What follows belongs to an exercise in optimizing a design on an open flow for small area, a short achievable clock period and few clock cycles; a production flow would make more cautious choices. The RTL was checked by simulation tests, not by an equivalence proof against the original design. Power is estimated from default activity; no workload was simulated.

**design/flow/flow/run.sh**
```bash
#!/bin/bash
# Standard layout with two changes: the port buffers are buf_2 cells, and
# timing repair aims for extra setup slack so that the critical paths get
# sized for speed even though the clock is met.
bash standard.sh 'BUFFER_PORTS_ARGS=-buffer_cell sky130_fd_sc_hd__buf_2' SETUP_SLACK_MARGIN=10.4 finish > standard.log 2>&1
```
**design/flow/constraint.sdc**
```tcl
create_clock -name core_clock -period 15.0 [get_ports {clk}]
set_input_delay 3.0000 -clock core_clock [delete_from_list [all_inputs] [get_ports {clk}]]
set_output_delay 3.0000 -clock core_clock [all_outputs]
set_load 0.01 [all_outputs]
```
**design/flow/standard.sh**
```bash
#!/bin/bash
# synth_recipe.tcl (not shown) runs the flow's synth.tcl, then flattens the netlist and writes it again
# the make line also repeats each setting of config.mk as NAME=value (left out here)
make -C /OpenROAD-flow-scripts/flow DESIGN_CONFIG=/design/flow/config.mk WORK_HOME=/design/flow/orfs CLKGATE_MAP_FILE= SYNTH_SCRIPT=/design/flow/synth_recipe.tcl "${@:-finish}"
```
**design/flow/design.v**
```verilog
module simplevm_core (
    input  wire        clk,
    input  wire        rst,           
    output wire        mem_req,
    output wire        mem_we,
    output wire [11:0] mem_addr,
    output wire [7:0]  mem_wdata,
    input  wire        mem_ready,
    input  wire [7:0]  mem_rdata,
    output reg         out_valid,
    output wire [7:0]  out_byte,
    output wire        halted,
    output wire        faulted,
    output wire [7:0]  exit_code,
    output wire [2:0]  fault_kind,
    output wire [15:0] fault_pc,
    output wire [15:0] fault_word,
    output wire [3:0]  flags
);
    localparam [2:0] F_INVALID_OPCODE  = 3'd3;
    localparam [2:0] F_STACK_OVERFLOW  = 3'd5;
    localparam [2:0] F_STACK_UNDERFLOW = 3'd6;
    localparam [2:0] F_MEMORY_BOUNDS   = 3'd7;
    localparam [3:0] A_NONE = 4'd0,
                     A_ADD  = 4'd1,
                     A_SUB  = 4'd2,
                     A_MUL  = 4'd3,
                     A_DIV  = 4'd4,    
                     A_DIVS = 4'd5,    
                     A_CMP  = 4'd6,
                     A_OR   = 4'd7,
                     A_AND  = 4'd8,
                     A_XOR  = 4'd9,
                     A_NOT  = 4'd10,
                     A_MOVI = 4'd11,
                     A_MOVR = 4'd12;
    function [9:0] cla9;
        input [8:0] a;
        input [8:0] b;
        input       cin;
        reg   [8:0] g, p, gg, pp, gn, pn;
        integer     s, j;
        begin
            g = a & b;
            p = a ^ b;
            gg = g;
            gg[0] = g[0] | (p[0] & cin);
            pp = p;
            for (s = 1; s < 9; s = s * 2) begin
                gn = gg;
                pn = pp;
                for (j = s; j < 9; j = j + 1) begin
                    gn[j] = gg[j] | (pp[j] & gg[j-s]);
                    pn[j] = pp[j] & pp[j-s];
                end
                gg = gn;
                pp = pn;
            end
            cla9 = {gg[8], p ^ {gg[7:0], cin}};
        end
    endfunction
    function [2:0] msb8;
        input [7:0] v;
        begin
            msb8 = v[7] ? 3'd7 : v[6] ? 3'd6 : v[5] ? 3'd5 : v[4] ? 3'd4 :
                   v[3] ? 3'd3 : v[2] ? 3'd2 : v[1] ? 3'd1 : 3'd0;
        end
    endfunction
    reg        s_hdr0, s_hdr1;    
    reg        s_f0;              
    reg        s_f1;              
    reg        s_push, s_pop, s_print;
    reg        s_ff;              
    reg        halted_r, faulted_r;
    reg        ex;        
    reg [7:0]  x [0:15];
    reg [15:0] ma;        
    reg [11:0] maddr;     
    reg        mreq, mwe;
    reg        pbit;      
    reg [15:0] ir;
    reg [7:0]  opa;       
    reg        opx;       
    reg [7:0]  opb;       
    reg [3:0]  ek;        
    reg [11:0] sp;
    reg [12:0] crr;
    reg        f_ov, f_zd, f_nzr, f_lt;
    reg [7:0]  dqs;       
    reg [2:0]  dcnt;      
    reg [2:0]  fkind_r;
    assign mem_req    = mreq;
    assign mem_we     = mwe;
    assign mem_addr   = maddr;
    assign halted     = halted_r;
    assign faulted    = faulted_r;
    assign exit_code  = opb;
    assign out_byte   = opb;
    assign mem_wdata  = opb;
    assign fault_kind = fkind_r;
    assign fault_pc   = ma;
    assign fault_word = ir;
    assign flags      = {f_lt, f_nzr, f_zd, f_ov};
    wire [3:0] op_a = ir[15:12];
    wire [3:0] op_b = ir[11:8];
    wire [3:0] op_c = ir[7:4];
    wire [3:0] op_d = ir[3:0];
    wire [3:0] rsel = s_f1 ? mem_rdata[3:0] : op_c;
    wire [7:0] xr   = x[rsel];
    wire       is_add = (ek == A_ADD);
    wire [9:0] as     = cla9({opx, opa}, is_add ? {1'b0, opb} : {1'b1, ~opb}, ~is_add);
    wire [7:0] asum   = as[7:0];
    wire       acarry = is_add ? as[8] : as[9];   
    wire [2:0] la    = msb8(opa);
    wire [2:0] lb    = msb8(opb);
    wire pp00 = opa[0] & opb[0];
    wire pp01 = opa[1] & opb[0];
    wire pp02 = opa[2] & opb[0];
    wire pp03 = opa[3] & opb[0];
    wire pp04 = opa[4] & opb[0];
    wire pp05 = opa[5] & opb[0];
    wire pp06 = opa[6] & opb[0];
    wire pp07 = opa[7] & opb[0];
    wire pp10 = opa[0] & opb[1];
    wire pp11 = opa[1] & opb[1];
    wire pp12 = opa[2] & opb[1];
    wire pp13 = opa[3] & opb[1];
    wire pp14 = opa[4] & opb[1];
    wire pp15 = opa[5] & opb[1];
    wire pp16 = opa[6] & opb[1];
    wire pp20 = opa[0] & opb[2];
    wire pp21 = opa[1] & opb[2];
    wire pp22 = opa[2] & opb[2];
    wire pp23 = opa[3] & opb[2];
    wire pp24 = opa[4] & opb[2];
    wire pp25 = opa[5] & opb[2];
    wire pp30 = opa[0] & opb[3];
    wire pp31 = opa[1] & opb[3];
    wire pp32 = opa[2] & opb[3];
    wire pp33 = opa[3] & opb[3];
    wire pp34 = opa[4] & opb[3];
    wire pp40 = opa[0] & opb[4];
    wire pp41 = opa[1] & opb[4];
    wire pp42 = opa[2] & opb[4];
    wire pp43 = opa[3] & opb[4];
    wire pp50 = opa[0] & opb[5];
    wire pp51 = opa[1] & opb[5];
    wire pp52 = opa[2] & opb[5];
    wire pp60 = opa[0] & opb[6];
    wire pp61 = opa[1] & opb[6];
    wire pp70 = opa[0] & opb[7];
    wire ms0 = pp02 ^ pp11 ^ pp20;
    wire mc0 = (pp02 & pp11) | (pp02 & pp20) | (pp11 & pp20);
    wire ms1 = pp03 ^ pp12 ^ pp21;
    wire mc1 = (pp03 & pp12) | (pp03 & pp21) | (pp12 & pp21);
    wire ms2 = pp04 ^ pp13 ^ pp22;
    wire mc2 = (pp04 & pp13) | (pp04 & pp22) | (pp13 & pp22);
    wire ms3 = pp31 ^ pp40;
    wire mc3 = pp31 & pp40;
    wire ms4 = pp05 ^ pp14 ^ pp23;
    wire mc4 = (pp05 & pp14) | (pp05 & pp23) | (pp14 & pp23);
    wire ms5 = pp32 ^ pp41 ^ pp50;
    wire mc5 = (pp32 & pp41) | (pp32 & pp50) | (pp41 & pp50);
    wire ms6 = pp06 ^ pp15 ^ pp24;
    wire mc6 = (pp06 & pp15) | (pp06 & pp24) | (pp15 & pp24);
    wire ms7 = pp33 ^ pp42 ^ pp51;
    wire mc7 = (pp33 & pp42) | (pp33 & pp51) | (pp42 & pp51);
    wire ms8 = pp07 ^ pp16 ^ pp25;
    wire mc8 = (pp07 & pp16) | (pp07 & pp25) | (pp16 & pp25);
    wire ms9 = pp34 ^ pp43 ^ pp52;
    wire mc9 = (pp34 & pp43) | (pp34 & pp52) | (pp43 & pp52);
    wire ms10 = pp61 ^ pp70;
    wire mc10 = pp61 & pp70;
    wire ms11 = mc0 ^ ms1 ^ pp30;
    wire mc11 = (mc0 & ms1) | (mc0 & pp30) | (ms1 & pp30);
    wire ms12 = mc1 ^ ms2 ^ ms3;
    wire mc12 = (mc1 & ms2) | (mc1 & ms3) | (ms2 & ms3);
    wire ms13 = mc2 ^ mc3 ^ ms4;
    wire mc13 = (mc2 & mc3) | (mc2 & ms4) | (mc3 & ms4);
    wire ms14 = mc4 ^ mc5 ^ ms6;
    wire mc14 = (mc4 & mc5) | (mc4 & ms6) | (mc5 & ms6);
    wire ms15 = ms7 ^ pp60;
    wire mc15 = ms7 & pp60;
    wire ms16 = mc6 ^ mc7 ^ ms8;
    wire mc16 = (mc6 & mc7) | (mc6 & ms8) | (mc7 & ms8);
    wire ms17 = ms9 ^ ms10;
    wire mc17 = ms9 & ms10;
    wire ms18 = mc8 ^ mc9 ^ mc10;
    wire mc18 = (mc8 & mc9) | (mc8 & mc10) | (mc9 & mc10);
    wire ms19 = mc12 ^ ms13 ^ ms5;
    wire mc19 = (mc12 & ms13) | (mc12 & ms5) | (ms13 & ms5);
    wire ms20 = mc13 ^ ms14 ^ ms15;
    wire mc20 = (mc13 & ms14) | (mc13 & ms15) | (ms14 & ms15);
    wire ms21 = mc14 ^ mc15 ^ ms16;
    wire mc21 = (mc14 & mc15) | (mc14 & ms16) | (mc15 & ms16);
    wire ms22 = mc16 ^ mc17 ^ ms18;
    wire mc22 = (mc16 & mc17) | (mc16 & ms18) | (mc17 & ms18);
    wire ms23 = mc20 ^ ms21 ^ ms17;
    wire mc23 = (mc20 & ms21) | (mc20 & ms17) | (ms21 & ms17);
    wire ms24 = mc23 ^ mc21 ^ ms22;
    wire mc24 = (mc23 & mc21) | (mc23 & ms22) | (mc21 & ms22);
    wire [8:0] mra = {ms24, ms23, mc19, ms19, mc11, ms11, ms0, pp01, pp00};
    wire [8:0] mrb = {1'b0, 1'b0, ms20, 1'b0, ms12, 1'b0, 1'b0, pp10, 1'b0};
    wire [9:0]  msum = cla9(mra, mrb, 1'b0);
    wire [8:0]  mlo  = msum[8:0];
    wire [3:0]  lsum = {1'b0, la} + {1'b0, lb};
    wire        mov  = lsum[3] | ((lsum == 4'd7) & mlo[8]);
    wire       dimm  = (la <= lb);        
    wire [2:0] dn    = la - lb;
    wire [16:0] dsh  = {9'd0, opa} << (4'd8 - {1'b0, dn});
    wire       div_last = ((ek == A_DIV) & dimm) | ((ek == A_DIVS) & (dcnt == 3'd0));
    wire       dq    = acarry;
    wire [7:0] dr    = dq ? asum : opa;
    reg       we;
    reg [3:0] wa;
    reg [7:0] wd;
    reg       we15;
    reg [7:0] wd15;
    reg       div_busy;
    always @(*) begin
        we = 1'b1; wa = op_c; wd = asum; we15 = 1'b0; wd15 = opa; div_busy = 1'b0;
        case (ek)
            A_ADD, A_SUB: wd = asum;
            A_MUL:  wd = mlo[7:0];
            A_DIV, A_DIVS: begin
                if (div_last) begin
                    wd = {dqs[6:0], dq}; we15 = 1'b1; wd15 = dr;
                end else begin
                    we = 1'b0; div_busy = 1'b1;
                end
            end
            A_OR:   wd = opa | opb;
            A_AND:  wd = opa & opb;
            A_XOR:  wd = opa ^ opb;
            A_NOT:  wd = ~opa;
            default: we = 1'b0;
        endcase
    end
    wire [7:0] xr_fwd = (we15 && rsel == 4'd15) ? wd15 :
                        (we && wa == rsel)      ? wd : xr;
    wire       pop_we = s_pop;
    wire       prt_we = s_print & mem_ready & ~pbit & (mem_rdata == 8'd0);
    wire       mv_we  = s_f0 & ex & ((op_a == 4'h2) | (op_a == 4'h7));
    wire [7:0] mv_wd  = op_a[2] ? opb : ir[7:0];
    wire [7:0] wdp    = s_pop ? mem_rdata : (s_print | s_hdr0) ? 8'd0 : mv_we ? mv_wd : wd;
    wire [7:0] wd15m  = we15 ? wd15 : wdp;
    integer i;
    always @(posedge clk) begin
        for (i = 0; i < 15; i = i + 1)
            if (s_hdr0 || (we && wa == i) || (mv_we && op_b == i) || (pop_we && op_d == i) ||
                (prt_we && i == 14))
                x[i] <= wdp;
        if (s_hdr0 || we15 || (we && wa == 4'd15) || (mv_we && op_b == 4'd15) ||
            (pop_we && op_d == 4'd15)) x[15] <= wd15m;
    end
    reg [3:0] dk;
    always @(*) begin
        dk = A_NONE;
        case (op_a)
            4'h1: case (op_b)
                4'h0: dk = A_ADD;
                4'h1: dk = A_SUB;
                4'h2: dk = A_MUL;
                4'h3: dk = (opb == 8'd0) ? A_NONE : A_DIV;
                4'h4: dk = A_CMP;
                default: ;
            endcase
            4'h9: case (op_b[1:0])
                2'd0: dk = A_OR;
                2'd1: dk = A_AND;
                2'd2: dk = A_XOR;
                default: dk = A_NOT;
            endcase
            default: ;
        endcase
    end
    wire h_invalid = ((op_a == 4'h0) & (op_b > 4'h1)) |
                     ((op_a == 4'h1) & (op_b > 4'h4)) |
                     ((op_a == 4'h6) & (op_b > 4'h1)) |
                     ((op_a == 4'h9) & (op_b > 4'h3)) |
                     (op_a > 4'h9);
    wire h_halt  = (op_a == 4'h0) & (op_b == 4'h0);
    wire h_ret   = (op_a == 4'h0) & (op_b == 4'h1);
    wire h_push  = (op_a == 4'h6) & (op_b == 4'h0);
    wire h_pop   = (op_a == 4'h6) & (op_b == 4'h1);
    wire h_print = (op_a == 4'h4);
    wire h_jlt   = (op_a == 4'h3);
    wire h_call  = (op_a == 4'h5);
    wire h_jmp   = (op_a == 4'h8);
    wire lt_now = f_lt | ((ek == A_CMP) & ~acarry);
    wire [12:0] ma_pm  = ma[12:0] + 13'd2;
    wire        jump   = h_ret | h_call | h_jmp | (h_jlt & lt_now);
    wire        tsel   = s_hdr1 | (s_f1 & (jump | h_print));
    wire [15:0] target = (s_f1 & h_ret) ? {3'd0, crr} :
                         {(s_hdr1 ? op_a : 4'd0), op_b, mem_rdata};
    wire [15:0] nxt    = tsel ? target : {3'd0, ma_pm};
    wire        nxt_bad = (nxt[15:12] != 4'd0) | (&nxt[11:0]);
    wire [11:0] sp_step = sp + (s_push ? 12'hfff : 12'h001);
    wire [12:0] pp_inc  = {1'b0, maddr} + 13'd1;
    wire done   = mem_ready;             
    wire f1_go  = s_f1 & done & ~div_busy;
    wire back_f0 = ((s_push | s_pop) & done) |
                   (s_print & ~pbit & done & (mem_rdata == 8'd0));
    always @(posedge clk) begin
        if (rst) begin
            s_hdr0    <= 1'b1;
            s_hdr1    <= 1'b0;
            s_f0      <= 1'b0;
            s_f1      <= 1'b0;
            s_push    <= 1'b0;
            s_pop     <= 1'b0;
            s_print   <= 1'b0;
            s_ff      <= 1'b0;
            halted_r  <= 1'b0;
            faulted_r <= 1'b0;
            maddr     <= 12'd0;
            mreq      <= 1'b1;
            mwe       <= 1'b0;
            ex        <= 1'b0;
            ek        <= A_NONE;
            out_valid <= 1'b0;
        end else begin
            out_valid <= 1'b0;
            ek <= A_NONE;
            if (ek == A_DIV && !dimm) ek <= A_DIVS;
            if (ek == A_DIVS && dcnt != 3'd0) ek <= A_DIVS;
            if (s_hdr0 && done) begin
                maddr  <= pp_inc[11:0];
                s_hdr0 <= 1'b0;
                s_hdr1 <= 1'b1;
            end
            if (s_hdr1 && done) begin
                maddr  <= nxt[11:0];
                mreq   <= ~nxt_bad;
                s_hdr1 <= 1'b0;
                s_f0   <= 1'b1;
            end
            if (s_f0) begin
                ex <= 1'b0;
                if (ex) ek <= dk;
                if (!mreq) begin
                    s_f0 <= 1'b0;
                    s_ff <= 1'b1;
                end else if (done) begin
                    maddr <= pp_inc[11:0];
                    s_f0  <= 1'b0;
                    s_f1  <= 1'b1;
                end
            end
            if (f1_go) begin
                s_f1 <= 1'b0;
                if (h_invalid) begin
                    mreq <= 1'b0;
                    faulted_r <= 1'b1;
                end else if (h_halt) begin
                    mreq     <= 1'b0;
                    halted_r <= 1'b1;
                end else if (h_push) begin
                    if (sp == 12'd0) begin
                        mreq <= 1'b0;
                        faulted_r <= 1'b1;
                    end else begin
                        maddr  <= sp;
                        mwe    <= 1'b1;
                        s_push <= 1'b1;
                    end
                end else if (h_pop) begin
                    if (sp == 12'd4095) begin
                        mreq <= 1'b0;
                        faulted_r <= 1'b1;
                    end else begin
                        maddr <= sp_step;
                        s_pop <= 1'b1;
                    end
                end else if (h_print) begin
                    maddr   <= nxt[11:0];
                    s_print <= 1'b1;
                end else begin
                    ex    <= 1'b1;
                    maddr <= nxt[11:0];
                    mreq  <= ~nxt_bad;
                    s_f0  <= 1'b1;
                end
            end
            if (back_f0) begin
                maddr   <= nxt[11:0];
                mreq    <= ~nxt_bad;
                mwe     <= 1'b0;
                s_push  <= 1'b0;
                s_pop   <= 1'b0;
                s_print <= 1'b0;
                s_f0    <= 1'b1;
            end
            if (s_print) begin
                if (pbit) begin
                    s_print <= 1'b0;
                    faulted_r <= 1'b1;
                end else if (done && mem_rdata != 8'd0) begin
                    out_valid <= 1'b1;
                    maddr     <= pp_inc[11:0];
                    mreq      <= ~pp_inc[12];
                end
            end
            if (s_ff && ek == A_NONE) begin
                s_ff      <= 1'b0;
                faulted_r <= 1'b1;
            end
        end
    end
    always @(posedge clk) begin
        case (ek)
            A_ADD: if (acarry) f_ov <= 1'b1;
            A_SUB: if (~acarry) f_ov <= 1'b1;
            A_MUL: if (mov) f_ov <= 1'b1;
            A_CMP: if (~acarry) f_lt <= 1'b1;
            default: ;
        endcase
        if (div_last && dr != 8'd0) f_nzr <= 1'b1;
        case (ek)
            A_DIV: if (!dimm) begin
                {opx, opa} <= dsh[16:8];
                dqs  <= dsh[7:0];
                dcnt <= dn;
            end
            A_DIVS: begin
                {opx, opa} <= {dr, dqs[7]};
                dqs  <= {dqs[6:0], dq};
                dcnt <= dcnt - 3'd1;
            end
            default: ;
        endcase
        if (s_hdr0) begin
            sp    <= 12'd4095;
            crr   <= 13'd0;
            f_ov  <= 1'b0;
            f_zd  <= 1'b0;
            f_nzr <= 1'b0;
            f_lt  <= 1'b0;
        end
        if (s_hdr0 || s_f0) ir[15:8] <= mem_rdata;
        if (s_hdr1) ma <= nxt;
        if (s_f1 && !div_busy) ir[7:0] <= mem_rdata;
        if (s_f1 && !div_busy) opb <= xr_fwd;
        if (s_f1 && h_call) crr <= ma_pm;
        if (s_f1 && h_print) pbit <= 1'b0;
        if (s_print) opb <= mem_rdata;
        if (s_f0) begin
            if (ex) begin
                opa  <= xr;
                opx  <= 1'b0;
                dqs  <= 8'd0;
                if (op_a == 4'h1 && op_b == 4'h3 && opb == 8'd0) f_zd <= 1'b1;
            end
        end
        if (f1_go && !h_invalid && !h_halt && !h_push && !h_pop && !h_print) begin
            ma <= nxt;
            if (h_jlt && lt_now) f_lt <= 1'b0;
        end
        if (back_f0) ma <= nxt;
        if (s_push && done) sp <= sp_step;
        if (s_pop && done)  sp <= maddr;
        if (s_print) begin
            if (!pbit && done && mem_rdata != 8'd0) pbit <= pp_inc[12];
        end
        if (s_ff && ek == A_NONE) ir <= 16'd0;
        if (s_f1) fkind_r <= h_invalid ? F_INVALID_OPCODE :
                             h_push    ? F_STACK_OVERFLOW : F_STACK_UNDERFLOW;
        if (s_print || s_ff) fkind_r <= F_MEMORY_BOUNDS;
    end
endmodule
```
**design/flow/config.mk**
```make
export PLATFORM = sky130hd
export DESIGN_NAME = simplevm_core
export DESIGN_NICKNAME = simplevm_core
export VERILOG_FILES = /design/flow/design.v
export SDC_FILE = /design/flow/constraint.sdc
export NUM_CORES = 4
export LEC_CHECK = 0
export ABC_AREA = 1
export CAP_MARGIN = 5
export CORE_MARGIN = 2
export CORE_UTILIZATION = 40
export CTS_BUF_LIST = sky130_fd_sc_hd__clkbuf_4 sky130_fd_sc_hd__clkbuf_8
export SLEW_MARGIN = 5
```
==> metrics.md <==
| Metric | Value |
|---|---|
| Main combinational cell family by area after synthesis | simple AND/OR/NAND/NOR gates |
| Rows | 73 |
| Worst hold slack | 0.462 ns |
| Final min period | 4.65 ns |
| RD Place Congestion | 0.980 |
| Top_reg_cell synth | edfxtp_1 |
| Share of cells above drive strength 1 | 16.0% |
| Power share of the clock group | 26.8% |
| Largest net degree at the start of global routing | 26 |
| FMAX | 0.215 GHz |
| WP data required | 15.36 ns |
| Number of global-route vias before repair | 14,300 |
| H-Tree Depth | 2 |
| WS Path Type | input port to register |
| Initial Util | 40.7% |
| Hold Path End | halted_r |
| Via count | 14,900 |
| Critical path startpoint category | input port |
| TritonCTS Buffers | 44 |
| Final wirelength | 56,500 um |
| Synthesized Nets | 2,111 |
| Post-DR vias/cell | 5.60 |
| Root buf cell | clkbuf_8 |
| Final nets | 2,196 |
| Synth cell types | 64 |
| Setup TNS | 0 ns |
| Clock sinks | 250 |
| Post-synth ARST share | 0% |
| Post-synth EDFFs | 180 |
| Dominant cells by area after synthesis | edfxtp_1, nand2_1, dfxtp_1 |
| Diode count | 0 |
| Switching fraction of total power | 40.5% |
| Layout fillers | 4,027 |
| CTS tree | yes |
| GRT Util Overall | 27.0% |
| FF-to-FF End | x[15][7] |
| First-pass GRT wire length | 85,500 um |
| Critical path peak fanout | 8 |
| DIE AREA | 42,100 um2 |
| Max_cap viols | 0 |
| Sw power | 1.12 mW |
| Worst EP arrival | 5.01 ns |
| Drt wl/cell | 21.2 um |
| Length in cells of the worst reg-to-reg path | 16 |
| # port buffers | 90 |
| Die Ht | 205 um |
| Residual DRC | 0 |
| Comb power frac | 37.2% |
| Multi-input gate area | 8340 um2 |
| FF/Latch Area | 6810 um2 |
| Pleak | 8.35 nW |
| XOR/XNOR Fraction of Synth Area | 2.76% |
| Synth Area per Inst | 8.02 um2 |
| Final Cycle Share | 31.0% |
| Core area | 39,800 um2 |
| Initial antenna violation count | 0 |
| Synth Instances | 2,020 |
| I/O pin cnt | 91 |
| DPL Wire Length | 41,300 um |
| Gr ovfl total | 0 |
| Width of the die | 205 um |
| Internal power | 1.65 mW |
| Adder-cell area share of the yosys netlist | 7.20% |
| Post-synthesis sequential area ratio | 42.0% |
| Dominant cell type by area after synthesis | edfxtp_1 |
| Final Hold Fails | 0 |
| Multiplexer share of the synthesized area | 0.0618% |
| Outcome | finished clean |
| Unrepaired setup endpoints after global routing | yes |
| Max IR drop VDD | 0.0584 mV |
| PwrDens | 149 nW/um2 |
| Endpoints failing setup | 0 |
| Seq pwr share | 36.0% |
| HP Class | register to register |
| Yosys warns | 2 |
| Simple-gate share of the synthesized area | 23.0% |
| Post-DP Area | 17,200 um2 |
| P&R area growth vs syn | 14.9% |
| Layout Skew | 0.0380 ns |
| CTS Hold Buffers Added | 0 |
| CP endpoint kind | register |
| Final setup margin | 10.35 ns |
| Hold Crit Start | halted_r |
| Fin. max-slew vios | 0 |
| Starting DRC count in detailed routing | 1,674 |
| Max transition margin | 27.2% |
| Synthesized area | 16,200 um2 |
| Synth Area in Compound Gates | 15.8% |
| Post-DRT Antenna Nets | 0 |
| Post-synth top area share | 33.4% |
| R2R Setup Slk | 10.45 ns |
| Drt first pass iters | 6 |
| Design Area, Final | 18,600 um2 |
| Clock-pin transition on the worst setup and hold timing paths | 0.07 ns |
| Worst slack at placement | 9.44 ns |
| Clk Latency, worst-skew pair | 0.64 ns |
| Hold-critical path depth | 2 |
| #FFs+latches synth | 250 |
| Max Root-Sink Buffers | 3 |
| Worst R2R Start | opb[3] |
| Worst slew pin tran | 1.09 ns |
routing by layer:
metal / part of all wire (%) / global-route usage [%] / up-vias
met2: 46 / 43.1 / 702
li1: - / - / 7009
met4: 3.8 / 11.4 / 0
met1: 42 / 35.7 / 7101
met5: 0 / 0 / -
met3: 8.2 / 5.57 / 122
per-stage QoR:
stage / power (mW) / cells / util (%)
floorplan: 1.64 / 2020 / -
global placement: 1.97 / 2561 / 43.2
detailed placement: 1.97 / 2561 / 43.2
CTS: 2.76 / 2665 / 46.5
global route: 2.92 / 2666 / 46.8
finish: 2.77 / 2666 / 46.8
cell usage in the layout (no fill, tap or decap), types with 11 or more instances in the layout:
master / count
nor2_4: 17
o21ai_0: 142
ha_1: 57
o21ai_1: 12
nand3_1: 111
nand2_4: 14
nand2_1: 477
a221oi_1: 15
buf_4: 31
xnor2_1: 17
buf_2: 89
clkinv_2: 15
inv_1: 251
xor2_1: 34
o221ai_1: 11
a21oi_1: 92
nor3_1: 20
clkbuf_8: 50
nand4_1: 18
a31oi_1: 14
fa_1: 22
edfxtp_1: 180
o2111ai_1: 13
o211ai_1: 49
dfxtp_1: 64
nor2_1: 134
nand2_2: 31
cells in the mapped netlist (all sizes together), types with 2 or more instances:
library cell	instances
a32o	2
a31oi	15
fa	22
xor2	34
clkinv	8
nand2	522
buf	35
nand4	18
a21o	2
edfxtp	180
nor2	159
a21oi	94
or4	2
o21ai	170
nor4	8
xnor2	17
a211oi	6
o21bai	3
inv	263
dfxtp	70
nor3	24
a2111oi	3
o221ai	11
a22oi	9
o22ai	8
ha	58
a221oi	17
o211ai	50
o2111ai	16
clkbuf	50
or2	8
a22o	5
o311ai	3
nand3b	5
nand3	114
sequential cells by signal, summed over array words and instances, names as in the netlist, 3 cells and up:
register,flops
dqs,8
x,128
ma,16
ir,16
maddr,12
opb,8
crr,13
dcnt,3
sp,12
opa,8
ek,4
fkind_r,3
power groups by stage:
stage	Clock, mW	Combinational, mW	Sequential [mW]
floorplan	0	0.676	0.959
global placement	0	0.959	1.01
detailed placement	0	0.961	1.01
CTS	0.755	1.01	0.995
global route	0.787	1.13	1.01
finish	0.743	1.03	0.998
area by class of cell:
type / instances / share of cell area [%]
Clock buffer: 56 / 3.94
Clock inverter: 26 / 1.55
Inverter: 271 / 5.54
Multi-Input combinational cell: 1414 / 44.8
Sequential cell: 250 / 36.6
Tap cell: 525 / 3.53
Timing Repair Buffer: 124 / 4.03
kinds of logic after synthesis:
family                   after synthesis
AO/OA/AOI/OAI                        420
XOR/XNOR                              51
adder cells (fa/ha/maj)               80
buffers and inverters                356
flip-flops                           250
multiplexers                           1
AND/OR/NAND/NOR                      862
what timing repair did:
| item | CTS | global route |
|---|---|---|
| setup buffers | 22 | 1 |
| resized for setup | 28 | 17 |
| endpoints found under the setup margin | 167 | 233 |
| pin swaps | 4 | 8 |
critical path, stage by stage:
cell and delay [ns]:
buf_2 0.17, inv_4 0.10, nand2_2 0.09, o21ai_1 0.09
nand2_2 0.21, nor2_4 0.10, nand2_1 0.14, nand2_1 0.07
a221oi_1 0.37, a31oi_2 0.26, o211ai_1 0.28, a22oi_1 0.12
worst max-delay path by stage:
stage                     cells past startpoint  slack, ns        to          from
final                                        12      10.35    opb[0]  mem_rdata[2]
after global routing                         16      10.30  x[15][7]        opb[3]
after CTS                                    13      10.42    opb[4]  mem_rdata[2]
after detailed placement                     14       9.44    opb[6]  mem_rdata[3]
after global placement                       14       9.50    opb[6]  mem_rdata[3]
after floorplan                              13      10.36    opb[4]  mem_rdata[3]
Testbench counts, summed over its fixed seeds: cycles 108,018.

-- what the ideal ports hide --
How much do the figures lean on ideal ports? The routed layout below was timed once more, with nothing changed but the port constraints.
Step 1: set_driving_cell puts a clkbuf_16 on clk and a buf_2 on each other input, an assumption about the parent block.
Step 2 times the ports against the registers' clock, not the clock port: input delays grow and output delays shrink by t, the midpoint of the rising clock arrivals with the driver on.
Slacks: no drivers / after step 1 / after step 2; pairs: no drivers / after step 1.
t (ns): 0.669
slack for setup (ns): 10.354 / 10.383 / 9.714
worst hold slack (ns): 0.462 / 0.462 / 0.462
latest minus earliest clock arrival (ns): 0.038 / 0.038
slew at the worst register clock pin (ns): 0.07 / 0.07
After both steps this run still meets setup and hold. The setup slack of this run moves by +0.029 ns with the drivers and by -0.640 ns with both steps.
